This design comes from an exercise in tuning for small area, a short achievable clock period and few clock cycles per item on the open sky130 flow, not from production work.
No functional check of the RTL was part of any run shown here.
No activity file was given, so power comes from the tool's default toggle rates.

--- run.sh ---
#!/bin/bash
# synth_recipe.tcl (not shown) runs the flow's synth.tcl, then flattens the netlist and writes it again
# the make line also repeats each setting of config.mk as NAME=value (left out here)
make -C /OpenROAD-flow-scripts/flow DESIGN_CONFIG=/design/flow/config.mk WORK_HOME=/design/flow/orfs CLKGATE_MAP_FILE= SYNTH_SCRIPT=/design/flow/synth_recipe.tcl finish
--- config.mk ---
export PLATFORM = sky130hd
export DESIGN_NAME = frame_encoder
export DESIGN_NICKNAME = frame_encoder
export VERILOG_FILES = /design/flow/design.v
export SDC_FILE = /design/flow/constraint.sdc
export NUM_CORES = 4
export LEC_CHECK = 0
export CAP_MARGIN = 20
export CORE_MARGIN = 2
export CORE_UTILIZATION = 40
export PLACE_DENSITY = 0.6
export SLEW_MARGIN = 20
--- constraint.sdc ---
create_clock -name core_clock -period 6.0 [get_ports {clk}]
set_input_delay 1.2000 -clock core_clock [delete_from_list [all_inputs] [get_ports {clk}]]
set_output_delay 1.2000 -clock core_clock [all_outputs]
set_load 0.01 [all_outputs]
--- design.v ---
module frame_encoder #(
    parameter MAX_LEN = 64
) (
    input  wire       clk,
    input  wire       rst,
    input  wire       in_valid,
    output reg        in_ready,
    input  wire [7:0] in_data,
    input  wire       in_last,
    input  wire       in_corrupt,
    output reg        out_valid,
    input  wire       out_ready,
    output reg  [7:0] out_data,
    output reg        out_last
);
    localparam DEPTH = 64;
    localparam AW    = 6;
    function [15:0] crc_step(input [15:0] c, input [7:0] b);
        reg [7:0] x;
        begin
            x = c[15:8] ^ b;
            x = x ^ (x >> 4);
            crc_step = (c << 8) ^ ({8'd0, x} << 12) ^ ({8'd0, x} << 5) ^ {8'd0, x};
        end
    endfunction
    reg [7:0]    buffer [0:DEPTH-1];
    reg          h_valid;
    reg  [7:0]   h_data;
    reg          h_zero;
    reg          h_last;
    reg          h_corrupt;
    reg          proc_ok;     
    reg          space;       
    reg          fin1, fin2, fin3;   
    reg          i_first;     
    reg          in_idx;      
    reg  [AW:0]  wr_ptr;
    reg  [AW:0]  cm_ptr;      
    reg  [AW-1:0] pend_ptr;   
    reg          pend_head;   
    reg  [6:0]   code;        
    reg  [15:0]  crc;         
    reg          lo_z, hi_z;  
    reg  [6:0]   d_code0 [0:1];
    reg  [1:0]   d_c0v;
    reg  [1:0]   d_done;
    reg  [1:0]   d_busy;
    reg  [AW:0]  d_end [0:1];
    reg          o_open, o_code0, o_data;
    reg          out_idx;
    reg  [AW:0]  rd_ptr;
    wire out_free = !out_valid || out_ready;
    wire in_fire  = in_valid && in_ready;
    wire proc     = h_valid && proc_ok;
    wire [15:0] crc_nx  = crc_step(crc, h_data);
    wire [15:0] crc_upd = (h_last && h_corrupt) ? {crc_nx[7:0], crc_nx[15:8]} : crc_nx;
    wire       fin_b  = (fin1 || fin2) && space;
    wire       b_val  = proc || fin_b;
    wire       b_zero = proc ? h_zero : (fin1 ? lo_z : hi_z);
    wire [7:0] b_data = proc ? h_data : (fin1 ? crc[7:0] : crc[15:8]);
    wire we_wr = b_val && !b_zero;
    wire we_pd = ((b_val && b_zero) || fin3) && !pend_head;
    wire [7:0] w_data = we_wr ? b_data : {1'b0, code};
    integer i;
    always @(posedge clk) begin
        for (i = 0; i < DEPTH; i = i + 1)
            if ((we_wr && wr_ptr[AW-1:0] == i) || (we_pd && pend_ptr == i))
                buffer[i] <= w_data;
    end
    wire [7:0] rd_byte  = buffer[rd_ptr[AW-1:0]];
    wire       o_done   = d_done[out_idx];
    wire       at_end   = rd_ptr == d_end[out_idx];
    wire       can_read = o_done ? !at_end : (rd_ptr != cm_ptr);
    wire       o_close  = o_data && out_free && o_done && at_end;
    wire       o_read   = o_data && out_free && can_read;
    wire        last_b    = proc && h_last;
    wire        fin1_n    = last_b || (fin1 && !space);
    wire        fin2_n    = (fin1 && space) || (fin2 && !space);
    wire        fin3_n    = fin2 && space;
    wire        load_n    = !fin1_n && !fin2_n && !fin3_n;
    wire        i_first_n = fin3 || (i_first && !proc);
    wire        in_idx_n  = in_idx ^ fin3;
    reg  [1:0]  d_busy_n;
    always @* begin
        d_busy_n = d_busy;
        if (o_close) d_busy_n[out_idx] = 1'b0;
        if (proc && i_first) d_busy_n[in_idx] = 1'b1;
    end
    wire [AW:0] wr_ptr_n  = wr_ptr + b_val;
    wire        h_valid_n = in_fire || (h_valid && !proc);
    wire [AW:0] count_n   = wr_ptr_n - rd_ptr;    
    wire        space_n   = !count_n[AW];
    wire        proc_ok_n = load_n && space_n && !(i_first_n && d_busy_n[in_idx_n]);
    always @(posedge clk) begin
        if (rst) begin
            h_valid   <= 1'b0;
            in_ready  <= 1'b1;
            proc_ok   <= 1'b1;
            space     <= 1'b1;
            fin1      <= 1'b0;
            fin2      <= 1'b0;
            fin3      <= 1'b0;
            i_first   <= 1'b1;
            in_idx    <= 1'b0;
            wr_ptr    <= 0;
            cm_ptr    <= 0;
            pend_head <= 1'b1;
            code      <= 7'd1;
            crc       <= 16'hFFFF;
            d_c0v     <= 2'b00;
            d_done    <= 2'b00;
            d_busy    <= 2'b00;
            o_open    <= 1'b1;
            o_code0   <= 1'b0;
            o_data    <= 1'b0;
            out_idx   <= 1'b0;
            rd_ptr    <= 0;
            out_valid <= 1'b0;
            out_data  <= 8'h00;
            out_last  <= 1'b0;
        end else begin
            if (in_fire) begin
                h_data    <= in_data;
                h_zero    <= (in_data == 8'h00);
                h_last    <= in_last;
                h_corrupt <= in_corrupt;
            end
            h_valid  <= h_valid_n;
            in_ready <= !h_valid_n || proc_ok_n;
            proc_ok  <= proc_ok_n;
            space    <= space_n;
            fin1     <= fin1_n;
            fin2     <= fin2_n;
            fin3     <= fin3_n;
            i_first  <= i_first_n;
            in_idx   <= in_idx_n;
            wr_ptr   <= wr_ptr_n;
            d_busy   <= d_busy_n;
            if (proc) begin
                crc  <= crc_upd;
                lo_z <= (crc_upd[7:0] == 8'h00);
                hi_z <= (crc_upd[15:8] == 8'h00);
            end
            if (b_val) begin
                if (b_zero) begin
                    if (pend_head) begin
                        d_code0[in_idx] <= code;
                        d_c0v[in_idx]   <= 1'b1;
                    end
                    pend_ptr  <= wr_ptr[AW-1:0];
                    pend_head <= 1'b0;
                    cm_ptr    <= wr_ptr;
                    code      <= 7'd1;
                end else begin
                    code <= code + 7'd1;
                end
            end
            if (fin3) begin
                if (pend_head) begin
                    d_code0[in_idx] <= code;
                    d_c0v[in_idx]   <= 1'b1;
                end
                cm_ptr         <= wr_ptr;
                d_end[in_idx]  <= wr_ptr;
                d_done[in_idx] <= 1'b1;
                pend_head      <= 1'b1;
                code           <= 7'd1;
                crc            <= 16'hFFFF;
            end
            if (out_valid && out_ready) out_valid <= 1'b0;
            if (o_open && d_busy[out_idx] && out_free) begin
                out_valid <= 1'b1;
                out_data  <= 8'h00;
                out_last  <= 1'b0;
                o_open    <= 1'b0;
                o_code0   <= 1'b1;
            end
            if (o_code0 && d_c0v[out_idx] && out_free) begin
                out_valid <= 1'b1;
                out_data  <= {1'b0, d_code0[out_idx]};
                out_last  <= 1'b0;
                o_code0   <= 1'b0;
                o_data    <= 1'b1;
            end
            if (o_close) begin
                out_valid       <= 1'b1;
                out_data        <= 8'h00;
                out_last        <= 1'b1;
                d_c0v[out_idx]  <= 1'b0;
                d_done[out_idx] <= 1'b0;
                out_idx         <= !out_idx;
                o_data          <= 1'b0;
                o_open          <= 1'b1;
            end else if (o_read) begin
                out_valid <= 1'b1;
                out_data  <= rd_byte;
                out_last  <= 1'b0;
                rd_ptr    <= rd_ptr + 1'b1;
            end
        end
    end
endmodule
==> results.py, run 1 <==
metrics = {
    "timing": {
        "worst_slew_pin_slew_ns": 1.26,
        "maxSlewHeadroom": 0.157,
        "timing.fmax_ghz": 0.226,
        "fin_crit_sh": 0.737,
        "finalHoldViolations": 0,
        "drv_slew": 0,
        "rsz0062_at_grt": "false",
        "setup_viol": 0,
        "clock_skew_ns": 0.0334,
        "setup_tns_ns": 0,
        "min_period_ns": 4.42,
    },
    "routing": {
        "met1Wirelength_um": 43600,
        "routed_via_density": 6.60,
        "dr.max_layer_used": "met5",
        "drt_iter0_markers": 2962,
        "vias": 18600,
        "dr_wl_met3_um": 13500,
        "drt-total-wl_um": 109000,
        "wl_per_cell_um": 38.6,
        "final_antenna_net_count": 0,
        "firstDrtPassIters": 6,
        "drc": 0,
        "met2WireLength_um": 46300,
    },
    "floorplanning": {
        "die-area_um2": 66200,
        "coreArea_um2": 63300,
        "num_rows": 92,
        "initial_core_util": 0.406,
        "ioPinCount": 25,
        "die_h_um": 257,
        "die_width_um": 257,
    },
    "worst_setup_path": {
        "start_kind": "register",
        "arrival_ns": 4.74,
        "end_kind": "register",
        "worstPathMaxFanout": 13,
        "crit_type": "register to register",
        "crit_required_ns": 6.31,
    },
    "cts": {
        "hold_buffers": 0,
        "htreeDepth": 3,
        "clk_pin_slew_ns": 0.06,
        "clock_latency_ns": 0.63,
        "tritoncts": "done",
        "cts_root_buffer": "clkbuf_16",
        "clockBufferDepth": 3,
        "post_cts_buffers": 0,
        "cts.repair.resized": 0,
        "clock_sinks": 634,
        "numCtsBuffers": 71,
    },
    "layout": {
        "nets": 1942,
        "layout-drive-gt1-share": 0.148,
        "syn_to_final_growth_pct": 17.0,
        "instances_no_fill": 2815,
        "stdcell_area_um2": 30100,
        "final_util": 0.475,
    },
    "place": {
        "place_area_um2": 27800,
        "dp_cells": 2688,
        "gp_congestion": 1.05,
        "port_buffers": 24,
        "dp_hpwl_um": 76300,
    },
    "hold_path": {
        "hold_path_class": "register to register",
    },
    "synthesis": {
        "ys_seq_area_frac": 0.712,
        "yosys.area.top_type": "edfxtp_1",
        "synth_area_leaders": "edfxtp_1 65%, dfxtp_1 5.8%, a22oi_1 3.4%, nor2_1 1.8%, a32oi_1 1.7%",
        "synthArstFlopShare": 0,
        "synth_edf_count": 559,
        "ys.flop_type": "edfxtp_1",
        "avgSynthCellArea_um2": 14.1,
        "syn-num-nets": 1842,
        "netlist_area_um2": 25700,
        "synth_top_area_share": 0.654,
        "synth_cells": 1816,
        "yosys_warnings": 2,
        "yosysUniqueCellTypes": 61,
        "synth.ff_latch_count": 634,
    },
    "global_routing": {
        "grt_max_degree": 65,
        "track_usage": 0.326,
        "gr-total-overflow": 0,
        "grt_pass1_vias": 17400,
        "antenna_found_initial": 7,
        "grt_pass1_wl_um": 147000,
    },
    "run": {
        "maxCapViolations": 0,
    },
    "power": {
        "p_total_mw": 9.86,
        "pwr_density_cell_nw_per_um2": 328,
        "ir_worst_vdd_uv": 274,
        "p_leak_nw": 9.85,
    },
    "status": {
        "outcome": "complete, no violations",
    },
}
[metrics by stage]
stage | hold slack, ns | setup WS, ns
2_1_floorplan | 0.431 | 1.24
3_3_place_gp | 0.442 | 1.26
3_5_place_dp | 0.447 | 1.60
4_1_cts | 0.456 | 1.69
5_1_grt | 0.485 | 1.37
6_report | 0.457 | 1.58
[area by class of cell]
class | instances | area [um^2]
antenna | 1 | 2.50
inverter | 9 | 33.8
clock inverter | 32 | 300
multi-input combinational | 1071 | 7320
clock buffer | 93 | 1940
sequential | 634 | 18300
fill | 5613 | 33300
timing repair buffer | 129 | 1110
tap | 846 | 1060
[cell usage after synthesis (12+ instances only)]
library cell / instances
o21ai_0: 37
a21oi_1: 45
nand2_1: 105
nor2_1: 121
xnor2_1: 44
o211ai_1: 14
nand3b_1: 13
buf_2: 18
ha_1: 12
dfxtp_1: 75
a22oi_1: 118
nand4_1: 49
clkbuf_1: 68
xor2_1: 13
a2111oi_0: 16
nand3_1: 63
a221oi_1: 17
a32oi_1: 49
a22o_1: 13
edfxtp_1: 559
nor3_1: 23
nand2b_1: 17
o22ai_1: 68
mux2i_1: 35
nor2b_1: 22
and3_1: 56
nor4_1: 17
[worst max-delay path, stage by stage (launching register included)]
cell     delay (ns)
dfxtp_1        0.75
mux2i_1        0.15
o21ai_0        0.51
a21oi_1        0.14
buf_4          0.23
nor4_1         0.71
nand2_1        0.26
o22ai_1        1.02
buf_4          0.33
[worst paths after layout]
path | cells after the start | start | slack [ns] | end
worst max-delay path | 8 | fin1$_SDFF_PP0_ | 1.58 | buffer[24][5]$_DFFE_PP_
worst min-delay path | 2 | fin2$_SDFF_PP0_ | 0.46 | fin3$_SDFF_PP0_
worst max register to register | 8 | fin1$_SDFF_PP0_ | 1.58 | buffer[24][5]$_DFFE_PP_
worst min register to register | 2 | fin2$_SDFF_PP0_ | 0.46 | fin3$_SDFF_PP0_
[sequential cells by signal, indices dropped and copies added (netlist names), 2 cells and up, named ones only]
name	cells
d_end	14
d_done	2
crc	16
h_data	8
buffer	512
pend_ptr	6
d_c0v	2
cm_ptr	7
rd_ptr	7
out_data	8
d_busy	2
wr_ptr	7
code	7
d_code0	14
[routing by layer]
layer,GRT usage,vias to the layer above
li1,-,7458
met1,0.455,9420
met2,0.471,1415
met3,0.0947,267
met4,0.144,10
met5,0,-
[placed cells by master, fill, tap and decap left out, drive strengths merged, types with 49 or more instances in the layout]
cell type | netlist | final
nand4 | 49 | 49
edfxtp | 559 | 559
and3 | 56 | 56
nand3 | 63 | 63
nor2 | 121 | 121
buf | 34 | 105
clkbuf | 68 | 94
o22ai | 68 | 68
a22oi | 118 | 118
a32oi | 49 | 49
dfxtp | 75 | 75
nand2 | 105 | 105
[cells by family (layout without fill, tap and decap cells)]
family / after synthesis / count (layout) / share of synthesized area
flops: 634 / 634 / 0.712
simple gates: 537 / 537 / 0.109
compound gates: 421 / 421 / 0.118
buf+inv: 111 / 263 / 0.0187
xor+xnor: 57 / 57 / 0.0194
mux: 44 / 44 / 0.0176
fa+ha+maj: 12 / 12 / 0.00585
other cells: 0 / 1 / 0
[power breakdown]
part | leakage (nW) | internal, mW | switching, mW
registers | 5.71 | 4.95 | 0.0441
clock network | 1.09 | 2.50 | 1.81
logic | 3.04 | 0.136 | 0.420
total | 9.85 | 7.58 | 2.28
==> run 2, diff against run 1 <==
--- a/config.mk
+++ b/config.mk
@@ -9,4 +9,5 @@
 export CORE_MARGIN = 2
 export CORE_UTILIZATION = 40
 export PLACE_DENSITY = 0.6
+export SETUP_SLACK_MARGIN = 3
 export SLEW_MARGIN = 20
==> run 2 against run 1 <==
Effect of this change: still clean; fmax is 46% higher; die area unchanged; first-iteration DRC count up 18%; critical endpoint is now out_data[0]$_SDFFE_PP0P_.
==> results.py, run 2 <==
metrics = {
    "routing": {
        "vias": 19300,
        "drt-total-wl_um": 114000,
        "final_antenna_net_count": 0,
        "firstDrtPassIters": 6,
        "drc": 0,
        "drt_iter0_markers": 3483,
        "wl_per_cell_um": 39.6,
        "routed_via_density": 6.70,
    },
    "timing": {
        "min_period_ns": 3.02,
        "whs_ns": 0.458,
        "clock_skew_ns": 0.0259,
        "drv_slew": 0,
        "finalHoldViolations": 0,
        "rsz0062_at_grt": "true",
        "worst_slack_ns": 2.98,
        "setup_tns_ns": 0,
        "setup_viol": 0,
        "timing.fmax_ghz": 0.331,
        "fin_crit_sh": 0.504,
        "maxSlewHeadroom": 0.321,
        "worst_slew_pin_slew_ns": 1.02,
    },
    "global_routing": {
        "grt_pass1_vias": 18100,
        "track_usage": 0.342,
        "grt_max_degree": 65,
        "grt_pass1_wl_um": 155000,
        "gr-total-overflow": 0,
        "antenna_found_initial": 4,
    },
    "floorplanning": {
        "die_width_um": 257,
        "initial_core_util": 0.406,
        "ioPinCount": 25,
        "die_h_um": 257,
        "die-area_um2": 66200,
        "coreArea_um2": 63300,
        "num_rows": 92,
    },
    "place": {
        "gp_congestion": 1.03,
        "port_buffers": 24,
        "dp_slack_ns": 1.27,
        "dp_hpwl_um": 76700,
    },
    "worst_setup_path": {
        "crit_buf_inv": 3,
        "crit_required_ns": 6.51,
        "timing.rr.start": "rd_ptr[1]$_SDFFE_PP0P_",
        "reg2reg_to": "out_data[0]$_SDFFE_PP0P_",
        "arrival_ns": 3.53,
        "cpPeakStageDelay_ns": 0.45,
        "path_delay_family": "simple AND/OR/NAND/NOR gates",
        "worstPathCellList": "ha_4 -> buf_8 -> nor3b_2 -> buf_6 -> buf_12 -> and3_1 -> a2111oi_1 -> and3_2 -> nand4_1 -> a2111oi_4 -> nor3_1",
        "end_kind": "register",
        "r2r_cells": 11,
        "crit_type": "register to register",
        "start_kind": "register",
        "worstPathMaxFanout": 13,
        "crit_slowest_cell": "a2111oi_4",
        "rrSetupSlack_ns": 2.98,
    },
    "cts": {
        "cts_root_buffer": "clkbuf_16",
        "clock_sinks": 634,
        "tritoncts": "done",
        "htreeDepth": 3,
        "numCtsBuffers": 70,
        "clock_latency_ns": 0.64,
        "clockBufferDepth": 3,
        "hold_buffers": 0,
        "clk_pin_slew_ns": 0.06,
    },
    "synthesis": {
        "ys_seq_area_frac": 0.712,
        "synth_edf_count": 559,
        "yosys_warnings": 2,
        "ys.flop_type": "edfxtp_1",
        "synth_cells": 1816,
        "yosysMostFrequentCell": "edfxtp_1",
        "synthArstFlopShare": 0,
        "avgSynthCellArea_um2": 14.1,
        "synth_area_leaders": "edfxtp_1 65%, dfxtp_1 5.8%, a22oi_1 3.4%, nor2_1 1.8%, a32oi_1 1.7%",
        "netlist_area_um2": 25700,
        "yosys.area.top_type": "edfxtp_1",
        "yosysUniqueCellTypes": 61,
        "synthTopCellsByCount": "559 x edfxtp_1, 121 x nor2_1, 118 x a22oi_1, 105 x nand2_1, 75 x dfxtp_1",
        "synth.ff_latch_count": 634,
        "synth_top_area_share": 0.654,
        "syn-num-nets": 1842,
    },
    "power": {
        "pwr_density_cell_nw_per_um2": 309,
        "p_leak_nw": 10.4,
        "ir_worst_vdd_uv": 217,
    },
    "layout": {
        "syn_to_final_growth_pct": 25.0,
        "n_fill_cell": 5357,
        "max_flop_register": "buffer",
        "layout_commonest_cell": "edfxtp_1",
        "reg_top3": "buffer: 512 flops, crc: 16 flops",
        "nets": 2013,
        "layout-drive-gt1-share": 0.240,
        "most-common-layout-cells": "559 x edfxtp_1, 118 x buf_4, 105 x a22oi_1",
        "final_util": 0.507,
        "largest_reg_flops": 512,
    },
    "hold_path": {
        "min_to": "out_last$_SDFFE_PP0P_",
        "hold_path.startpoint": "out_last$_SDFFE_PP0P_",
        "hold_path_class": "register to register",
        "whs_path_depth": 2,
    },
    "run": {
        "maxCapViolations": 0,
    },
    "status": {
        "outcome": "complete, no violations",
    },
}
==> run 2: cell counts after synthesis <==
Identical to the previous run, type by type.
==> run 2: where the power goes <==
group          switching (mW)  total [mW]  internal (mW)
Sequential             0.0524        5.00           4.95
Clock                    1.79        4.31           2.51
Combinational           0.460       0.624          0.164
==> run 2: worst max path at each step <==
stage | cells past startpoint | start | slack (ns) | to
after floorplan | 7 | h_valid$_SDFF_PP0_ | 2.45 | buffer[0][5]$_DFFE_PP_
after global placement | 7 | out_ready | 1.24 | out_data[2]$_SDFFE_PP0P_
after detailed placement | 7 | out_ready | 1.27 | out_data[2]$_SDFFE_PP0P_
after CTS | 6 | h_valid$_SDFF_PP0_ | 2.92 | buffer[41][4]$_DFFE_PP_
after global routing | 6 | fin1$_SDFF_PP0_ | 2.96 | buffer[13][4]$_DFFE_PP_
final | 11 | rd_ptr[1]$_SDFFE_PP0P_ | 2.98 | out_data[0]$_SDFFE_PP0P_
==> run 2: final cells by class <==
type / count / area, um^2 / area share
clock inverter: 34 / 348 / 0.0108
sequential: 634 / 18300 / 0.571
timing repair buffer: 197 / 1980 / 0.0618
multi-input combinational: 1075 / 8430 / 0.263
antenna: 1 / 2.50 / 0.0000780
clock buffer: 90 / 1910 / 0.0595
inverter: 9 / 38.8 / 0.00121
tap: 846 / 1060 / 0.0330
==> run 2: layer usage <==
metal,global-route usage,part of all wire
met2,0.490,0.42
met3,0.119,0.14
met1,0.452,0.37
met4,0.195,0.076
met5,0,0.00031
==> run 2: logic make-up after synthesis <==
family | after synthesis | synth area share
XOR/XNOR | 57 | 0.0194
AND/OR/NAND/NOR | 537 | 0.109
flip-flops | 634 | 0.712
buffers and inverters | 111 | 0.0187
multiplexers | 44 | 0.0176
adder cells (fa/ha/maj) | 12 | 0.00585
AO/OA/AOI/OAI | 421 | 0.118
==> run 2: tightest hold or removal path: stages, from the launching register on <==
cell and delay [ns]:
dfxtp_1 0.30, nand2_1 0.05, a21oi_1 0.05
==> run 2: timing repair <==
action / CTS / global route
gates resized for setup: 233 / 59
setup endpoints to repair: 1044 / 680
setup buffers: 64 / 11
pin swaps: 36 / 13
cloned: 7 / 1
==> run 2: metrics by stage <==
| stage | power [mW] | cell area [um^2] | std cells |
|---|---|---|---|
| finish | 9.93 | 32100 | 2886 |
| global route | 10.1 | 32100 | 2885 |
| CTS | 9.90 | 31700 | 2873 |
| detailed placement | 5.65 | 27600 | 2678 |
| global placement | 5.64 | 27300 | 2665 |
| floorplan | 5.38 | 25700 | 1816 |
==> run 3, diff against run 2 <==
--- a/design.v
+++ b/design.v
@@ -29,7 +29,7 @@
     reg          h_zero;
     reg          h_last;
     reg          h_corrupt;
-    reg          proc_ok;     
+    reg          proc;        
     reg          space;       
     reg          fin1, fin2, fin3;   
     reg          i_first;     
@@ -49,9 +49,10 @@
     reg          o_open, o_code0, o_data;
     reg          out_idx;
     reg  [AW:0]  rd_ptr;
+    reg  [DEPTH-1:0] rd_oh;   
+    reg  [AW:0]  avail;       
     wire out_free = !out_valid || out_ready;
     wire in_fire  = in_valid && in_ready;
-    wire proc     = h_valid && proc_ok;
     wire [15:0] crc_nx  = crc_step(crc, h_data);
     wire [15:0] crc_upd = (h_last && h_corrupt) ? {crc_nx[7:0], crc_nx[15:8]} : crc_nx;
     wire       fin_b  = (fin1 || fin2) && space;
@@ -67,12 +68,16 @@
             if ((we_wr && wr_ptr[AW-1:0] == i) || (we_pd && pend_ptr == i))
                 buffer[i] <= w_data;
     end
-    wire [7:0] rd_byte  = buffer[rd_ptr[AW-1:0]];
+    reg  [7:0] rd_byte;
+    always @* begin
+        rd_byte = 8'h00;
+        for (i = 0; i < DEPTH; i = i + 1)
+            rd_byte = rd_byte | (buffer[i] & {8{rd_oh[i]}});
+    end
     wire       o_done   = d_done[out_idx];
-    wire       at_end   = rd_ptr == d_end[out_idx];
-    wire       can_read = o_done ? !at_end : (rd_ptr != cm_ptr);
-    wire       o_close  = o_data && out_free && o_done && at_end;
-    wire       o_read   = o_data && out_free && can_read;
+    wire       o_empty  = (avail == 0);
+    wire       o_close  = o_data && out_free && o_done && o_empty;
+    wire       o_read   = o_data && out_free && !o_empty;
     wire        last_b    = proc && h_last;
     wire        fin1_n    = last_b || (fin1 && !space);
     wire        fin2_n    = (fin1 && space) || (fin2 && !space);
@@ -88,14 +93,23 @@
     end
     wire [AW:0] wr_ptr_n  = wr_ptr + b_val;
     wire        h_valid_n = in_fire || (h_valid && !proc);
-    wire [AW:0] count_n   = wr_ptr_n - rd_ptr;    
-    wire        space_n   = !count_n[AW];
+    wire [AW:0] count     = wr_ptr - rd_ptr;      
+    wire        space_n   = b_val ? (!count[AW] && count[AW-1:0] != {AW{1'b1}})
+                                  : !count[AW];
     wire        proc_ok_n = load_n && space_n && !(i_first_n && d_busy_n[in_idx_n]);
+    wire        cm_mv     = (b_val && b_zero) || fin3;
+    wire [AW:0] cm_ptr_n  = cm_mv ? wr_ptr : cm_ptr;
+    wire        out_idx_n = out_idx ^ o_close;
+    wire        fin_here  = fin3 && (in_idx == out_idx_n);
+    wire [AW:0] lim_n     = fin_here ? wr_ptr :
+                            d_done[out_idx_n] ? d_end[out_idx_n] : cm_ptr_n;
+    wire [AW:0] avail_b   = lim_n - rd_ptr;
+    wire [AW:0] avail_n   = o_read ? avail_b - 1'b1 : avail_b;
     always @(posedge clk) begin
         if (rst) begin
             h_valid   <= 1'b0;
             in_ready  <= 1'b1;
-            proc_ok   <= 1'b1;
+            proc      <= 1'b0;
             space     <= 1'b1;
             fin1      <= 1'b0;
             fin2      <= 1'b0;
@@ -115,6 +129,8 @@
             o_data    <= 1'b0;
             out_idx   <= 1'b0;
             rd_ptr    <= 0;
+            rd_oh     <= {{(DEPTH-1){1'b0}}, 1'b1};
+            avail     <= 0;
             out_valid <= 1'b0;
             out_data  <= 8'h00;
             out_last  <= 1'b0;
@@ -127,7 +143,8 @@
             end
             h_valid  <= h_valid_n;
             in_ready <= !h_valid_n || proc_ok_n;
-            proc_ok  <= proc_ok_n;
+            proc     <= h_valid_n && proc_ok_n;
+            avail    <= avail_n;
             space    <= space_n;
             fin1     <= fin1_n;
             fin2     <= fin2_n;
@@ -196,6 +213,7 @@
                 out_data  <= rd_byte;
                 out_last  <= 1'b0;
                 rd_ptr    <= rd_ptr + 1'b1;
+                rd_oh     <= {rd_oh[DEPTH-2:0], rd_oh[DEPTH-1]};
             end
         end
     end
--- a/config.mk
+++ b/config.mk
@@ -9,5 +9,5 @@
 export CORE_MARGIN = 2
 export CORE_UTILIZATION = 40
 export PLACE_DENSITY = 0.6
-export SETUP_SLACK_MARGIN = 3
+export SETUP_SLACK_MARGIN = 3.5
 export SLEW_MARGIN = 20
==> run 3 against run 2 <==
Effect of this change: sequential share of layout area down 1.8 points; cell area up 12%; setup slack worse by 0.69 ns; register-to-register slack worse by 0.62 ns; power up 17%; core utilization up 2.4 points; critical path depth up 7; flip-flop and latch count up 71.
==> results.py, run 3 <==
metrics = {
    "worst_setup_path": {
        "crit_required_ns": 6.56,
        "crit_type": "primary input to register",
        "crit_buf_inv": 3,
        "end_kind": "register",
        "crit_slowest_cell": "or3_1",
        "worstPathMaxFanout": 5,
        "arrival_ns": 4.28,
        "path_delay_family": "compound AO/OA/AOI/OAI gates",
        "cpPeakStageDelay_ns": 0.32,
        "start_kind": "primary input",
        "crit_top_cell": "buf_12",
        "worstPathCellList": "buf_12 -> nand2b_4 -> nand2_8 -> nor4_4 -> buf_4 -> nor2_4 -> buf_12 -> mux2i_1 -> o21ai_1 -> a22o_1 -> ha_4 -> nor2b_1 -> a221oi_2 -> o311a_1 -> o2111ai_2 -> xor2_1 -> or3_1 -> a21oi_1",
    },
    "layout": {
        "nets": 2151,
        "largest_reg_flops": 512,
        "syn_to_final_growth_pct": 31.2,
        "reg_top3": "buffer: 512 flops, rd_oh: 64 flops, crc: 16 flops",
        "most-common-layout-cells": "559 x edfxtp_1, 221 x nand2_1, 117 x a22o_1",
        "regArea_um2": 19800,
        "n_fill_cell": 5272,
        "multiInputGateArea_um2": 9520,
        "layout-drive-gt1-share": 0.282,
        "layout_commonest_cell": "edfxtp_1",
        "max_flop_register": "buffer",
    },
    "synthesis": {
        "yosysUniqueCellTypes": 60,
        "synthArstFlopShare": 0,
        "avgSynthCellArea_um2": 14.0,
        "netlist_area_um2": 27300,
        "synth_edf_count": 559,
        "synth_top_area_share": 0.615,
        "synthTopCellsByCount": "559 x edfxtp_1, 253 x nand2_1, 146 x dfxtp_1, 119 x a22o_1, 118 x clkbuf_1",
        "syn-num-nets": 1976,
        "yosysMostFrequentCell": "edfxtp_1",
        "yosys_warnings": 2,
        "ys.flop_type": "edfxtp_1",
        "synth_cells": 1943,
        "ys_seq_area_frac": 0.722,
        "yosys.area.top_type": "edfxtp_1",
        "synth.ff_latch_count": 705,
        "synth_area_leaders": "edfxtp_1 62%, dfxtp_1 11%, a22o_1 3.8%, a221oi_1 3.8%, nand2_1 3.5%",
    },
    "routing": {
        "final_antenna_net_count": 0,
        "drt-total-wl_um": 101000,
        "routed_via_density": 6.33,
        "vias": 19300,
        "drt_iter0_markers": 2743,
        "drc": 0,
        "firstDrtPassIters": 7,
        "wl_per_cell_um": 33.1,
    },
    "global_routing": {
        "grt-busiest-layer": "met2",
        "grt_pass1_vias": 18100,
        "antenna_found_initial": 4,
        "grt_pass1_wl_um": 137000,
        "grtUsageMet1": 0.364,
        "gr-usage-met3": 0.0550,
        "track_usage": 0.277,
        "grt_max_degree": 65,
        "use_met2": 0.438,
        "gr-total-overflow": 0,
    },
    "timing": {
        "maxSlewHeadroom": 0.260,
        "setup_tns_ns": 0,
        "whs_ns": 0.463,
        "min_period_ns": 3.72,
        "setup_viol": 0,
        "worst_slew_pin_slew_ns": 1.11,
        "drv_slew": 0,
        "fin_crit_sh": 0.620,
        "rsz0062_at_grt": "true",
        "timing.fmax_ghz": 0.269,
        "worst_slack_ns": 2.28,
        "finalHoldViolations": 0,
        "clock_skew_ns": 0.0575,
    },
    "floorplanning": {
        "ioPinCount": 25,
        "initial_core_util": 0.405,
        "coreArea_um2": 67400,
        "die_h_um": 265,
        "die_width_um": 265,
        "die-area_um2": 70300,
        "num_rows": 95,
    },
    "power": {
        "ir_worst_vdd_uv": 212,
        "seqPwrFrac": 0.492,
        "clockPowerShare": 0.383,
        "combinationalPowerShare": 0.125,
        "internal-power_mw": 8.65,
        "p_leak_nw": 11.5,
        "swShare": 0.256,
        "p_total_mw": 11.6,
        "pwr_density_cell_nw_per_um2": 325,
        "p_sw_mw": 2.97,
    },
    "cts": {
        "cts_root_buffer": "clkbuf_16",
        "hold_buffers": 0,
        "clock_latency_ns": 0.66,
        "tritoncts": "done",
        "clk_pin_slew_ns": 0.06,
        "htreeDepth": 3,
        "clock_sinks": 705,
        "numCtsBuffers": 73,
        "clockBufferDepth": 3,
    },
    "place": {
        "gp_congestion": 0.932,
        "port_buffers": 24,
        "dp_hpwl_um": 60500,
        "dp_slack_ns": 0.721,
    },
    "hold_path": {
        "hold_path_class": "register to register",
    },
    "status": {
        "outcome": "complete, no violations",
    },
    "run": {
        "maxCapViolations": 0,
    },
}
run 3: cell families (layout without fill, tap and decap cells):
family | Yosys count | count (layout) | synth area share
flops | 705 | 705 | 0.722
compound gates | 511 | 512 | 0.137
xor+xnor | 49 | 49 | 0.0166
simple gates | 473 | 473 | 0.0802
fa+ha+maj | 19 | 19 | 0.00926
mux | 36 | 36 | 0.0141
buf+inv | 150 | 383 | 0.0206
other cells | 0 | 2 | 0
run 3: final cells by class:
class,count,area share
clock inverter,28,0.00839
tap,873,0.0305
antenna,2,0.000140
sequential,705,0.553
clock buffer,106,0.0570
inverter,19,0.00241
timing repair buffer,230,0.0825
multi-input combinational,1089,0.266
run 3: what timing repair did:
item                       in CTS  in global routing
cloned                          1                  1
setup buffers                 101                 58
resized for setup             283                229
pin swaps                      80                 83
setup endpoints to repair    1156                977
run 3: worst paths after layout:
kind / startpoint / to / slack, ns / depth (start not counted)
worst max-delay path: out_ready / avail[6]$_SDFF_PP0_ / 2.28 / 18
worst max register to register: avail[4]$_SDFF_PP0_ / avail[6]$_SDFF_PP0_ / 2.36 / 17
worst min register to register: o_open$_SDFFE_PP1P_ / o_open$_SDFFE_PP1P_ / 0.46 / 1
worst min-delay path: o_open$_SDFFE_PP1P_ / o_open$_SDFFE_PP1P_ / 0.46 / 1
run 3: per-layer routing:
metal  wire [um]  up-vias
met2       46000     1287
met1       35900     9686
met3       11700      345
met4        7410        2
li1            -     7996
met5          13        -
run 3: power groups by stage:
stage / sequential (mW) / combinational (mW) / clock [mW]
4_1_cts: 5.72 / 1.21 / 4.47
6_report: 5.72 / 1.45 / 4.46
3_5_place_dp: 5.83 / 1.05 / 0
5_1_grt: 5.73 / 1.53 / 4.67
2_1_floorplan: 5.79 / 0.647 / 0
3_3_place_gp: 5.83 / 1.03 / 0
run 3: stage by stage:
stage / std cells / utilization / instance area [um^2]
global route: 3050 / 0.531 / 35800
floorplan: 1943 / - / 27800
detailed placement: 2752 / 0.431 / 29000
global placement: 2751 / 0.431 / 29000
CTS: 2988 / 0.505 / 34000
finish: 3052 / 0.531 / 35800
==> run 4, diff against run 3 <==
--- a/config.mk
+++ b/config.mk
@@ -9,5 +9,5 @@
 export CORE_MARGIN = 2
 export CORE_UTILIZATION = 40
 export PLACE_DENSITY = 0.6
-export SETUP_SLACK_MARGIN = 3.5
+export SETUP_SLACK_MARGIN = 3.0
 export SLEW_MARGIN = 20
==> run 4 against run 3 <==
Effect of this change: core utilization fell by 3.7 points; clock skew fell by 0.012 ns; still clean; non-clock buffer count fell by 64.
==> results.py, run 4 <==
metrics = {
    "cts": {
        "hold_buffers": 0,
        "clockBufferDepth": 3,
        "tritoncts": "done",
        "clk_pin_slew_ns": 0.06,
        "clock_latency_ns": 0.64,
        "clock_sinks": 705,
        "cts_root_buffer": "clkbuf_16",
        "numCtsBuffers": 74,
        "htreeDepth": 3,
    },
    "worst_setup_path": {
        "crit_buf_inv": 2,
        "crit_required_ns": 6.55,
        "start_kind": "register",
        "path_delay_family": "simple AND/OR/NAND/NOR gates",
        "rrSetupSlack_ns": 2.26,
        "worstPathMaxFanout": 13,
        "crit_type": "register to register",
        "cpPeakStageDelay_ns": 0.57,
        "timing.rr.start": "fin1$_SDFF_PP0_",
        "worstPathCellList": "or2_2 -> a21oi_2 -> inv_1 -> buf_4 -> a21oi_4 -> and3_4 -> nand2_1 -> o21ai_1 -> a22oi_2 -> ha_2 -> fa_2 -> ha_4 -> and3_4 -> o2111ai_2 -> xor2_1 -> or3_1 -> a21oi_2",
        "reg2reg_to": "avail[6]$_SDFF_PP0_",
        "arrival_ns": 4.29,
        "crit_slowest_cell": "fa_2",
        "end_kind": "register",
        "r2r_cells": 17,
    },
    "floorplanning": {
        "die-area_um2": 70300,
        "ioPinCount": 25,
        "num_rows": 95,
        "die_h_um": 265,
        "die_width_um": 265,
        "initial_core_util": 0.405,
        "coreArea_um2": 67400,
    },
    "hold_path": {
        "hold_path_class": "register to register",
        "hold_path.startpoint": "h_valid$_SDFF_PP0_",
        "whs_path_depth": 2,
        "min_to": "h_valid$_SDFF_PP0_",
    },
    "synthesis": {
        "synth_edf_count": 559,
        "synth_xor_xnor_area_share": 0.0166,
        "synth_cells": 1943,
        "synth_compound_area_frac": 0.137,
        "ys_seq_area_frac": 0.722,
        "syn-num-nets": 1976,
        "synthTopCellsByCount": "559 x edfxtp_1, 253 x nand2_1, 146 x dfxtp_1, 119 x a22o_1, 118 x clkbuf_1",
        "yosysMostFrequentCell": "edfxtp_1",
        "yosysUniqueCellTypes": 60,
        "yosys.area.top_type": "edfxtp_1",
        "avgSynthCellArea_um2": 14.0,
        "ys.flop_type": "edfxtp_1",
        "synth_area_leaders": "edfxtp_1 62%, dfxtp_1 11%, a22o_1 3.8%, a221oi_1 3.8%, nand2_1 3.5%",
        "yosys_warnings": 2,
        "synth_top_family_by_area": "compound AO/OA/AOI/OAI gates",
        "netlist_area_um2": 27300,
        "synthArstFlopShare": 0,
        "synthSimpleGateAreaFrac": 0.0802,
        "synth.area.mux_share": 0.0141,
        "synth_top_area_share": 0.615,
        "yosys.area_share.adder": 0.00926,
        "synth.ff_latch_count": 705,
    },
    "status": {
        "outcome": "complete, no violations",
    },
    "run": {
        "maxCapViolations": 0,
    },
    "timing": {
        "clock_skew_ns": 0.0459,
        "timing.fmax_ghz": 0.267,
        "drv_slew": 0,
        "rsz0062_at_grt": "true",
        "worst_slew_pin_slew_ns": 1.22,
        "setup_viol": 0,
        "min_period_ns": 3.74,
        "finalHoldViolations": 0,
        "worst_slack_ns": 2.26,
        "fin_crit_sh": 0.623,
        "maxSlewHeadroom": 0.187,
        "setup_tns_ns": 0,
    },
    "layout": {
        "nets": 2088,
        "largest_reg_flops": 512,
        "syn_to_final_growth_pct": 22.0,
        "most-common-layout-cells": "559 x edfxtp_1, 240 x nand2_1, 142 x dfxtp_1",
        "final_util": 0.494,
        "layout_commonest_cell": "edfxtp_1",
        "layout-drive-gt1-share": 0.186,
        "max_flop_register": "buffer",
        "reg_top3": "buffer: 512 flops, rd_oh: 64 flops, crc: 16 flops",
    },
    "routing": {
        "drt_iter0_markers": 2321,
        "drc": 0,
        "wl_per_cell_um": 32.3,
        "routed_via_density": 6.27,
        "firstDrtPassIters": 7,
        "drt-total-wl_um": 96600,
        "vias": 18800,
        "final_antenna_net_count": 0,
    },
    "global_routing": {
        "grt_pass1_wl_um": 134000,
        "gr-total-overflow": 0,
        "grt_max_degree": 65,
        "grt_pass1_vias": 17600,
        "track_usage": 0.271,
        "antenna_found_initial": 8,
    },
    "power": {
        "p_leak_nw": 10.7,
        "pwr_density_cell_nw_per_um2": 348,
        "ir_worst_vdd_uv": 218,
    },
    "place": {
        "port_buffers": 24,
        "dp_hpwl_um": 61100,
        "dp_slack_ns": 0.805,
        "gp_congestion": 0.951,
    },
}
-- run 4: where the power goes --
part,internal (mW),switching (mW)
registers,5.64,0.0797
clock network,2.70,1.96
logic,0.334,0.864
total,8.67,2.90
-- run 4: area by class of cell --
class | instances | area (um^2)
antenna | 4 | 10.0
clock buffer | 107 | 2080
clock inverter | 30 | 383
fill | 5648 | 34100
inverter | 19 | 83.8
multi-input combinational | 1089 | 8120
sequential | 705 | 19700
tap | 873 | 1090
timing repair buffer | 166 | 1810
-- run 4: worst max-delay path by stage --
stage / startpoint / endpoint / slack (ns) / depth (start not counted)
2_1_floorplan: out_ready / avail[6]$_SDFF_PP0_ / 1.97 / 15
3_3_place_gp: out_ready / avail[6]$_SDFF_PP0_ / 0.89 / 16
3_5_place_dp: out_ready / avail[6]$_SDFF_PP0_ / 0.80 / 16
4_1_cts: avail[0]$_SDFF_PP0_ / avail[6]$_SDFF_PP0_ / 2.32 / 15
5_1_grt: avail[4]$_SDFF_PP0_ / avail[6]$_SDFF_PP0_ / 2.07 / 15
6_report: fin1$_SDFF_PP0_ / avail[6]$_SDFF_PP0_ / 2.26 / 17
-- run 4: tightest hold or removal path, stage by stage (launching register included) --
cell     delay, ns
dfxtp_1       0.31
a21oi_1       0.06
inv_1         0.06
-- run 4: metrics by stage --
| stage | instances | hold slack [ns] | power [mW] | area (um^2) |
|---|---|---|---|---|
| final | 2993 | 0.465 | 11.6 | 33300 |
| after floorplan | 1943 | 0.424 | 6.42 | 27500 |
| after detailed placement | 2768 | 0.444 | 6.88 | 29100 |
| after global placement | 2767 | 0.433 | 6.84 | 29000 |
| after CTS | 2975 | 0.453 | 11.5 | 33000 |
| after global routing | 2989 | 0.483 | 11.9 | 33300 |
-- run 4: timing repair --
action	in CTS	in global routing
gates resized for setup	94	33
pin swaps	53	14
setup buffers	70	12
gates cloned	0	1
setup endpoints to repair	1029	494
-- run 4: cells by family (layout without fill, tap and decap cells) --
kind of cell	count (synthesis)	after routing
adders and majority gates	19	19
other	0	4
and+or+nand+nor	473	473
DFF	705	705
muxes	36	36
buffers and inverters	150	322
AOI/OAI and AO/OA	511	512
xor gates and xnor gates	49	49
-- run 4: metal layers --
| metal | global-route usage | part of all wire |
|---|---|---|
| met5 | 0 | 0.00042 |
| met4 | 0.154 | 0.063 |
| met3 | 0.0634 | 0.11 |
| met2 | 0.416 | 0.45 |
| met1 | 0.354 | 0.37 |
==> run 5, diff against run 4 <==
--- a/design.v
+++ b/design.v
@@ -39,26 +39,28 @@
     reg  [AW-1:0] pend_ptr;   
     reg          pend_head;   
     reg  [6:0]   code;        
-    reg  [15:0]  crc;         
+    reg  [15:0]  crc;
+    reg          corrupt;     
     reg          lo_z, hi_z;  
     reg  [6:0]   d_code0 [0:1];
     reg  [1:0]   d_c0v;
     reg  [1:0]   d_done;
     reg  [1:0]   d_busy;
-    reg  [AW:0]  d_end [0:1];
     reg          o_open, o_code0, o_data;
     reg          out_idx;
     reg  [AW:0]  rd_ptr;
-    reg  [DEPTH-1:0] rd_oh;   
+    reg  [7:0]   rd_lo;       
+    reg  [7:0]   rd_hi;       
     reg  [AW:0]  avail;       
+    reg  [AW:0]  o_end;       
     wire out_free = !out_valid || out_ready;
     wire in_fire  = in_valid && in_ready;
     wire [15:0] crc_nx  = crc_step(crc, h_data);
-    wire [15:0] crc_upd = (h_last && h_corrupt) ? {crc_nx[7:0], crc_nx[15:8]} : crc_nx;
+    wire        t_hi    = fin1 ^ !corrupt;
     wire       fin_b  = (fin1 || fin2) && space;
     wire       b_val  = proc || fin_b;
-    wire       b_zero = proc ? h_zero : (fin1 ? lo_z : hi_z);
-    wire [7:0] b_data = proc ? h_data : (fin1 ? crc[7:0] : crc[15:8]);
+    wire       b_zero = proc ? h_zero : (t_hi ? hi_z : lo_z);
+    wire [7:0] b_data = proc ? h_data : (t_hi ? crc[15:8] : crc[7:0]);
     wire we_wr = b_val && !b_zero;
     wire we_pd = ((b_val && b_zero) || fin3) && !pend_head;
     wire [7:0] w_data = we_wr ? b_data : {1'b0, code};
@@ -69,10 +71,16 @@
                 buffer[i] <= w_data;
     end
     reg  [7:0] rd_byte;
+    reg  [7:0] rd_row;
+    integer j;
     always @* begin
         rd_byte = 8'h00;
-        for (i = 0; i < DEPTH; i = i + 1)
-            rd_byte = rd_byte | (buffer[i] & {8{rd_oh[i]}});
+        for (j = 0; j < 8; j = j + 1) begin
+            rd_row = 8'h00;
+            for (i = 0; i < 8; i = i + 1)
+                rd_row = rd_row | (buffer[8*j+i] & {8{rd_lo[i]}});
+            rd_byte = rd_byte | (rd_row & {8{rd_hi[j]}});
+        end
     end
     wire       o_done   = d_done[out_idx];
     wire       o_empty  = (avail == 0);
@@ -97,14 +105,12 @@
     wire        space_n   = b_val ? (!count[AW] && count[AW-1:0] != {AW{1'b1}})
                                   : !count[AW];
     wire        proc_ok_n = load_n && space_n && !(i_first_n && d_busy_n[in_idx_n]);
-    wire        cm_mv     = (b_val && b_zero) || fin3;
-    wire [AW:0] cm_ptr_n  = cm_mv ? wr_ptr : cm_ptr;
-    wire        out_idx_n = out_idx ^ o_close;
-    wire        fin_here  = fin3 && (in_idx == out_idx_n);
-    wire [AW:0] lim_n     = fin_here ? wr_ptr :
-                            d_done[out_idx_n] ? d_end[out_idx_n] : cm_ptr_n;
-    wire [AW:0] avail_b   = lim_n - rd_ptr;
-    wire [AW:0] avail_n   = o_read ? avail_b - 1'b1 : avail_b;
+    wire        fin_here  = fin3 && (in_idx == out_idx);
+    wire [AW:0] lim       = fin_here ? wr_ptr :
+                            d_done[out_idx] ? o_end : cm_ptr;
+    wire [AW:0] avail_b   = lim - rd_ptr;
+    wire [AW:0] avail_b1  = lim + ~rd_ptr;
+    wire [AW:0] avail_n   = o_read ? avail_b1 : avail_b;
     always @(posedge clk) begin
         if (rst) begin
             h_valid   <= 1'b0;
@@ -129,7 +135,8 @@
             o_data    <= 1'b0;
             out_idx   <= 1'b0;
             rd_ptr    <= 0;
-            rd_oh     <= {{(DEPTH-1){1'b0}}, 1'b1};
+            rd_lo     <= 8'd1;
+            rd_hi     <= 8'd1;
             avail     <= 0;
             out_valid <= 1'b0;
             out_data  <= 8'h00;
@@ -154,9 +161,10 @@
             wr_ptr   <= wr_ptr_n;
             d_busy   <= d_busy_n;
             if (proc) begin
-                crc  <= crc_upd;
-                lo_z <= (crc_upd[7:0] == 8'h00);
-                hi_z <= (crc_upd[15:8] == 8'h00);
+                crc  <= crc_nx;
+                lo_z <= (crc_nx[7:0] == 8'h00);
+                hi_z <= (crc_nx[15:8] == 8'h00);
+                if (h_last) corrupt <= h_corrupt;
             end
             if (b_val) begin
                 if (b_zero) begin
@@ -178,7 +186,6 @@
                     d_c0v[in_idx]   <= 1'b1;
                 end
                 cm_ptr         <= wr_ptr;
-                d_end[in_idx]  <= wr_ptr;
                 d_done[in_idx] <= 1'b1;
                 pend_head      <= 1'b1;
                 code           <= 7'd1;
@@ -213,8 +220,13 @@
                 out_data  <= rd_byte;
                 out_last  <= 1'b0;
                 rd_ptr    <= rd_ptr + 1'b1;
-                rd_oh     <= {rd_oh[DEPTH-2:0], rd_oh[DEPTH-1]};
-            end
+                rd_lo     <= {rd_lo[6:0], rd_lo[7]};
+                if (rd_lo[7]) rd_hi <= {rd_hi[6:0], rd_hi[7]};
+            end
+            if (fin_here)
+                o_end <= wr_ptr;
+            else if (o_close)
+                o_end <= (fin3 && in_idx != out_idx) ? wr_ptr : cm_ptr;
         end
     end
 endmodule
--- a/config.mk
+++ b/config.mk
@@ -5,9 +5,10 @@
 export SDC_FILE = /design/flow/constraint.sdc
 export NUM_CORES = 4
 export LEC_CHECK = 0
+export ABC_AREA = 1
 export CAP_MARGIN = 20
 export CORE_MARGIN = 2
 export CORE_UTILIZATION = 40
 export PLACE_DENSITY = 0.6
-export SETUP_SLACK_MARGIN = 3.0
+export SETUP_SLACK_MARGIN = 3.5
 export SLEW_MARGIN = 20
==> run 5 against run 4 <==
Effect of this change: clock skew fell by 0.018 ns; routed wire length fell by 23%; setup slack better by 1.2 ns; worst hold slack got worse by 0.046 ns; global-route usage decreased by 6.2 points; sequential power is 8.6% lower; first-iteration DRC count down 29%; critical path type is now primary input to register; largest cell class unchanged; largest power group unchanged; highest routed layer is now met4.
==> results.py, run 5 <==
metrics = {
    "timing": {
        "worst_slew_pin_slew_ns": 0.999,
        "fin_crit_sh": 0.431,
        "whs_ns": 0.419,
        "finalHoldViolations": 0,
        "rsz0062_at_grt": "true",
        "maxSlewHeadroom": 0.333,
        "clock_skew_ns": 0.0283,
        "setup_tns_ns": 0,
        "setup_viol": 0,
        "worst_slack_ns": 3.41,
        "timing.fmax_ghz": 0.386,
        "drv_slew": 0,
        "min_period_ns": 2.59,
    },
    "place": {
        "dp_slack_ns": 1.98,
        "dp_hpwl_um": 44500,
        "gp_congestion": 0.943,
        "port_buffers": 24,
    },
    "cts": {
        "htreeDepth": 3,
        "clockBufferDepth": 3,
        "clock_sinks": 651,
        "tritoncts": "done",
        "cts_root_buffer": "clkbuf_16",
        "numCtsBuffers": 69,
        "clock_latency_ns": 0.60,
        "clk_pin_slew_ns": 0.06,
    },
    "worst_setup_path": {
        "path_delay_family": "compound AO/OA/AOI/OAI gates",
        "start_kind": "primary input",
        "worstPathCellList": "buf_6 -> inv_12 -> nand2_8 -> nand2_8 -> inv_4 -> o21ai_4 -> buf_4 -> buf_6 -> nand2_2 -> xor2_1 -> inv_1 -> ha_4 -> a21oi_4 -> nand2_2 -> nand2_1 -> nand2_1 -> a21oi_2 -> o21ai_1 -> a21oi_1",
        "cp-startpoint": "out_ready",
        "crit_type": "primary input to register",
        "crit_required_ns": 6.54,
        "crit_slowest_cell": "ha_4",
        "end_kind": "register",
        "timing.rr.start": "avail[1]$_SDFF_PP0_",
        "worstPathMaxFanout": 5,
        "cpPeakStageDelay_ns": 0.24,
        "arrival_ns": 3.13,
        "crit_buf_inv": 6,
    },
    "synthesis": {
        "yosysMostFrequentCell": "nand2_1",
        "ys_seq_area_frac": 0.675,
        "yosys.area.top_type": "edfxtp_1",
        "yosysUniqueCellTypes": 42,
        "synth.ff_latch_count": 651,
        "ys.flop_type": "edfxtp_1",
        "avgSynthCellArea_um2": 10.2,
        "syn-num-nets": 2739,
        "synth_edf_count": 553,
        "yosys_warnings": 2,
        "synthArstFlopShare": 0,
        "synth_area_leaders": "edfxtp_1 60%, nand2_1 16%, dfxtp_1 7.1%, nor2_1 3.5%, nand3_1 1.7%",
        "netlist_area_um2": 27500,
        "synth_top_area_share": 0.604,
        "synth_cells": 2706,
        "synthTopCellsByCount": "1,156 x nand2_1, 553 x edfxtp_1, 256 x nor2_1, 106 x inv_1, 98 x dfxtp_1",
    },
    "floorplanning": {
        "die_h_um": 266,
        "num_rows": 96,
        "coreArea_um2": 68300,
        "die-area_um2": 70800,
        "initial_core_util": 0.402,
        "ioPinCount": 25,
        "die_width_um": 266,
    },
    "hold_path": {
        "hold_path.startpoint": "h_corrupt$_DFFE_PP_",
        "hold_path_class": "register to register",
    },
    "routing": {
        "drt_iter0_markers": 1639,
        "vias": 19100,
        "firstDrtPassIters": 6,
        "wl_per_cell_um": 20.0,
        "drt-total-wl_um": 74000,
        "drc": 0,
        "final_antenna_net_count": 0,
        "routed_via_density": 5.17,
    },
    "power": {
        "pwr_density_cell_nw_per_um2": 321,
        "p_leak_nw": 12.3,
        "ir_worst_vdd_uv": 230,
        "p_total_mw": 10.2,
    },
    "global_routing": {
        "antenna_found_initial": 0,
        "grt_pass1_vias": 18800,
        "grt_max_degree": 67,
        "track_usage": 0.209,
        "grt_pass1_wl_um": 112000,
        "gr-total-overflow": 0,
    },
    "layout": {
        "reg_top3": "buffer: 512 flops, crc: 16 flops, d_code0: 14 flops",
        "layout-drive-gt1-share": 0.111,
        "nets": 2799,
        "most-common-layout-cells": "1,142 x nand2_1, 553 x edfxtp_1, 249 x nor2_1",
        "max_flop_register": "buffer",
        "diodes": 0,
        "syn_to_final_growth_pct": 16.1,
        "layout_commonest_cell": "nand2_1",
        "final_util": 0.467,
        "n_fill_cell": 6238,
        "largest_reg_flops": 512,
    },
    "status": {
        "outcome": "complete, no violations",
    },
    "run": {
        "maxCapViolations": 0,
    },
}
run 5: final timing paths:
path	to	cells after the start	slack [ns]
worst min-delay path	corrupt$_DFFE_PP_	0	0.42
worst max register to register	avail[6]$_SDFF_PP0_	15	3.45
worst min register to register	corrupt$_DFFE_PP_	0	0.42
worst max-delay path	avail[5]$_SDFF_PP0_	19	3.41
run 5: kinds of logic (layout without fill, tap and decap cells):
| group | after synthesis | count (layout) | synth area share |
|---|---|---|---|
| adders and majority gates | 19 | 19 | 0.00919 |
| and+or+nand+nor | 1570 | 1571 | 0.228 |
| AOI/OAI and AO/OA | 206 | 207 | 0.0401 |
| xor gates and xnor gates | 32 | 32 | 0.0102 |
| muxes | 7 | 7 | 0.00287 |
| buffers and inverters | 221 | 329 | 0.0344 |
| DFF | 651 | 651 | 0.675 |
run 5: timing repair:
action                                   CTS  global route
hold endpoints to repair                   0             0
hold buffers                               0             0
pin swaps                                 15            11
gates cloned                               2             2
endpoints found under the setup margin  1079           842
setup buffers                             16            10
gates resized for setup                  111            66
run 5: area by class of cell:
type                    instances  area [um^2]  share of cell area
clock buffers                  96         1900              0.0596
clock inverters                25          234             0.00733
inverters                     113          469              0.0147
multi-input cells            1836         8610               0.270
flip-flops and latches        651        18600               0.583
well taps                     882         1100              0.0346
repair buffers                 94          972              0.0305
repair inverters                1         8.76            0.000275
run 5: through the flow:
stage,cells,cell area [um^2]
after floorplan,2706,27700
after global placement,3547,28900
after detailed placement,3547,28900
after CTS,3686,31500
after global routing,3698,31900
final,3698,31900
run 5: per-layer routing:
metal	GRT usage	vias up	wire length, um
li1	-	9093	-
met1	0.277	9194	31600
met2	0.344	696	35200
met3	0.0393	143	5170
met4	0.0714	0	2050
met5	0	-	0
run 5: where the power goes:
| part | internal (mW) | leakage, nW | switching [mW] |
|---|---|---|---|
| combinational | 0.225 | 5.43 | 0.682 |
| sequential | 5.17 | 5.87 | 0.0626 |
| clock | 2.42 | 1.03 | 1.70 |
run 5: worst reg2reg max path, cell delays in order, from the launching register on:
cell and delay, ns:
dfxtp_1 0.30, nor2_1 0.18, nand2_1 0.24, o21ai_4 0.27
nand4_1 0.17, nor2_2 0.17, o21ai_1 0.08, o21ai_1 0.09
inv_1 0.09, ha_4 0.26, nand2_1 0.09, inv_1 0.08
a31oi_4 0.22, inv_1 0.06, nand2_1 0.07, a21oi_1 0.06
==> run 6, diff against run 5 <==
--- a/config.mk
+++ b/config.mk
@@ -9,6 +9,7 @@
 export CAP_MARGIN = 20
 export CORE_MARGIN = 2
 export CORE_UTILIZATION = 40
+export CTS_BUF_LIST = sky130_fd_sc_hd__clkbuf_4 sky130_fd_sc_hd__clkbuf_8
 export PLACE_DENSITY = 0.6
 export SETUP_SLACK_MARGIN = 3.5
 export SLEW_MARGIN = 20
==> run 6 against run 5 <==
Effect of this change: worst hold slack better by 0.0036 ns; largest cell class unchanged; largest power group unchanged; still clean; cell count increased by 1.8%; power fell by 1.6%; fmax up 4.9%; via count rose by 0.59%; flip-flop and latch count stayed put; critical endpoint is now buffer[27][7]$_DFFE_PP_; synthesized cell count unchanged.
==> results.py, run 6 <==
metrics = {
    "status": {
        "outcome": "complete, no violations",
    },
    "place": {
        "dp_slack_ns": 1.98,
        "gp_congestion": 0.943,
        "dp_hpwl_um": 44500,
        "port_buffers": 24,
    },
    "synthesis": {
        "ys_seq_area_frac": 0.675,
        "netlist_area_um2": 27500,
        "synth_area_leaders": "edfxtp_1 60%, nand2_1 16%, dfxtp_1 7.1%, nor2_1 3.5%, nand3_1 1.7%",
        "synth_edf_count": 553,
        "synthTopCellsByCount": "1,156 x nand2_1, 553 x edfxtp_1, 256 x nor2_1, 106 x inv_1, 98 x dfxtp_1",
        "synth.ff_latch_count": 651,
        "avgSynthCellArea_um2": 10.2,
        "yosys.area.top_type": "edfxtp_1",
        "synthArstFlopShare": 0,
        "yosys_warnings": 2,
        "yosysMostFrequentCell": "nand2_1",
        "synth_cells": 2706,
        "yosysUniqueCellTypes": 42,
        "synth_top_area_share": 0.604,
        "ys.flop_type": "edfxtp_1",
        "syn-num-nets": 2739,
    },
    "worst_setup_path": {
        "end_kind": "register",
        "crit_required_ns": 6.40,
        "crit_buf_inv": 4,
        "cpPeakStageDelay_ns": 0.41,
        "worstPathMaxFanout": 15,
        "worstPathCellList": "inv_1 -> nand2_2 -> nand2_4 -> nand2_2 -> nand3_4 -> nand3_4 -> buf_4 -> inv_6 -> nand2_1 -> o21ai_0 -> buf_4",
        "start_kind": "register",
        "crit_slowest_cell": "edfxtp_1",
        "path_delay_family": "simple AND/OR/NAND/NOR gates",
        "arrival_ns": 2.86,
        "crit_type": "register to register",
    },
    "routing": {
        "drt_iter0_markers": 1633,
        "routed_via_density": 5.11,
        "firstDrtPassIters": 5,
        "drc": 0,
        "drt-total-wl_um": 73500,
        "wl_per_cell_um": 19.5,
        "vias": 19200,
        "final_antenna_net_count": 0,
    },
    "power": {
        "combinationalPowerShare": 0.088,
        "p_sw_mw": 2.51,
        "pwr_density_cell_nw_per_um2": 318,
        "p_total_mw": 10.1,
        "swShare": 0.249,
        "p_leak_nw": 12.4,
        "internal-power_mw": 7.58,
        "clockPowerShare": 0.393,
        "ir_worst_vdd_uv": 215,
        "seqPwrFrac": 0.519,
    },
    "floorplanning": {
        "num_rows": 96,
        "die_h_um": 266,
        "ioPinCount": 25,
        "die-area_um2": 70800,
        "coreArea_um2": 68300,
        "die_width_um": 266,
        "initial_core_util": 0.402,
    },
    "global_routing": {
        "gr-total-overflow": 0,
        "antenna_found_initial": 1,
        "grt_pass1_vias": 19200,
        "track_usage": 0.209,
        "grt_max_degree": 67,
        "grt_pass1_wl_um": 112000,
    },
    "cts": {
        "htreeDepth": 3,
        "tritoncts": "done",
        "numCtsBuffers": 105,
        "clk_pin_slew_ns": 0.06,
        "clock_latency_ns": 0.71,
        "hold_buffers": 0,
        "clockBufferDepth": 3,
        "clock_sinks": 651,
        "cts_root_buffer": "clkbuf_8",
    },
    "timing": {
        "min_period_ns": 2.47,
        "finalHoldViolations": 0,
        "setup_viol": 0,
        "setup_tns_ns": 0,
        "worst_slew_pin_slew_ns": 1.02,
        "drv_slew": 0,
        "clock_skew_ns": 0.0371,
        "whs_ns": 0.423,
        "worst_slack_ns": 3.53,
        "fin_crit_sh": 0.411,
        "timing.fmax_ghz": 0.406,
        "rsz0062_at_grt": "true",
        "maxSlewHeadroom": 0.320,
    },
    "hold_path": {
        "hold_path_class": "register to register",
    },
    "layout": {
        "nets": 2828,
        "reg_top3": "buffer: 512 flops, crc: 16 flops, d_code0: 14 flops",
        "largest_reg_flops": 512,
        "most-common-layout-cells": "1,143 x nand2_1, 553 x edfxtp_1, 246 x nor2_1",
        "layout_commonest_cell": "nand2_1",
        "n_fill_cell": 6321,
        "max_flop_register": "buffer",
        "layout-drive-gt1-share": 0.143,
        "syn_to_final_growth_pct": 15.5,
    },
    "run": {
        "maxCapViolations": 0,
    },
}
run 6: worst paths after layout:
kind | start | end | slack (ns) | cells after the start
max | corrupt$_DFFE_PP_ | buffer[27][7]$_DFFE_PP_ | 3.53 | 11
min | h_corrupt$_DFFE_PP_ | corrupt$_DFFE_PP_ | 0.42 | 0
max reg2reg | corrupt$_DFFE_PP_ | buffer[27][7]$_DFFE_PP_ | 3.53 | 11
min reg2reg | h_corrupt$_DFFE_PP_ | corrupt$_DFFE_PP_ | 0.42 | 0
run 6: per-stage QoR:
step | std cells | area [um^2] | util
floorplan | 2706 | 27700 | -
global placement | 3547 | 28900 | 0.423
detailed placement | 3547 | 28900 | 0.423
CTS | 3755 | 31500 | 0.461
global route | 3766 | 31700 | 0.464
finish | 3766 | 31700 | 0.464
run 6: final cells by class:
class	instances	area [um^2]	area share
Multi-Input combinational cell	1835	8530	0.269
Sequential cell	651	18600	0.586
Tap cell	882	1100	0.0348
Antenna cell	2	5.00	0.000158
Timing Repair inverter	1	8.76	0.000276
Clock inverter	34	255	0.00804
Timing Repair Buffer	88	835	0.0263
Inverter	113	469	0.0148
Clock buffer	160	1940	0.0611
run 6: power by group through the flow:
| stage | registers (mW) | clock network (mW) | logic (mW) |
|---|---|---|---|
| global placement | 5.33 | 0 | 0.818 |
| global route | 5.24 | 4.23 | 0.965 |
| detailed placement | 5.33 | 0 | 0.833 |
| finish | 5.23 | 3.97 | 0.887 |
| floorplan | 5.32 | 0 | 0.499 |
| CTS | 5.23 | 4.04 | 0.872 |
run 6: timing repair:
| action | 4_1_cts | 5_1_grt |
|---|---|---|
| hold endpoints to repair | 0 | 0 |
| cloned | 2 | 0 |
| gates resized for setup | 138 | 52 |
| endpoints found under the setup margin | 1078 | 540 |
| pin swaps | 4 | 10 |
| setup buffers | 12 | 9 |
run 6: kinds of logic (layout without fill, tap and decap cells):
| logic type | count (synthesis) | in the layout | share of synthesized area |
|---|---|---|---|
| AND/OR/NAND/NOR | 1570 | 1570 | 0.228 |
| XOR/XNOR | 32 | 32 | 0.0102 |
| buffers and inverters | 221 | 396 | 0.0344 |
| other | 0 | 2 | 0 |
| adder cells (fa/ha/maj) | 19 | 19 | 0.00919 |
| AO/OA/AOI/OAI | 206 | 207 | 0.0401 |
| multiplexers | 7 | 7 | 0.00287 |
| flip-flops | 651 | 651 | 0.675 |
run 6: per-layer routing:
layer	routed length [um]	part of all wire	vias up	track usage
met5	0	0	-	0
met4	1910	0.026	0	0.0762
met3	5220	0.071	127	0.0404
met2	34900	0.47	682	0.345
met1	31500	0.43	9255	0.276
li1	-	-	9174	-

[static timing again, ports no longer ideal]
In the flow no input, the clock included, has a driving cell. The finished layouts below were timed again as built, in two steps.
Step 1 sets driving cells, clkbuf_16 on the clock port and buf_2 on the other inputs (assumed; they add their load-dependent delay and slew).
Step 2 moves the port delays by t, midway between the first and last clock arrival at a register: inputs arrive t later, outputs are due t later. That takes back most of the time a late clock gives input paths.
a / b / c = ideal / step 1 / step 2; a / b = the first two.
run	t (ns)	setup WS [ns]	hold slack, ns	clock arrival spread, ns	pins driven straight from the clock port
run 1	0.685	1.577 / 1.577 / 1.529	0.457 / 0.457 / 0.457	0.035 / 0.035	1
run 2	0.692	2.976 / 2.928 / 2.514	0.458 / 0.458 / 0.458	0.034 / 0.035	1
run 3	0.691	2.282 / 2.273 / 1.582	0.463 / 0.463 / 0.463	0.061 / 0.060	1
run 4	0.682	2.261 / 2.261 / 1.609	0.465 / 0.465 / 0.465	0.051 / 0.052	1
run 5	0.655	3.412 / 3.437 / 2.782	0.419 / 0.419 / 0.419	0.033 / 0.033	1
run 6	0.758	3.534 / 3.519 / 2.816	0.423 / 0.423 / 0.423	0.043 / 0.043	1
After both steps setup and hold are still met in every run listed. For run 6, which loses most, drivers alone change the setup slack by -0.015 ns; drivers and shift together by -0.718 ns.
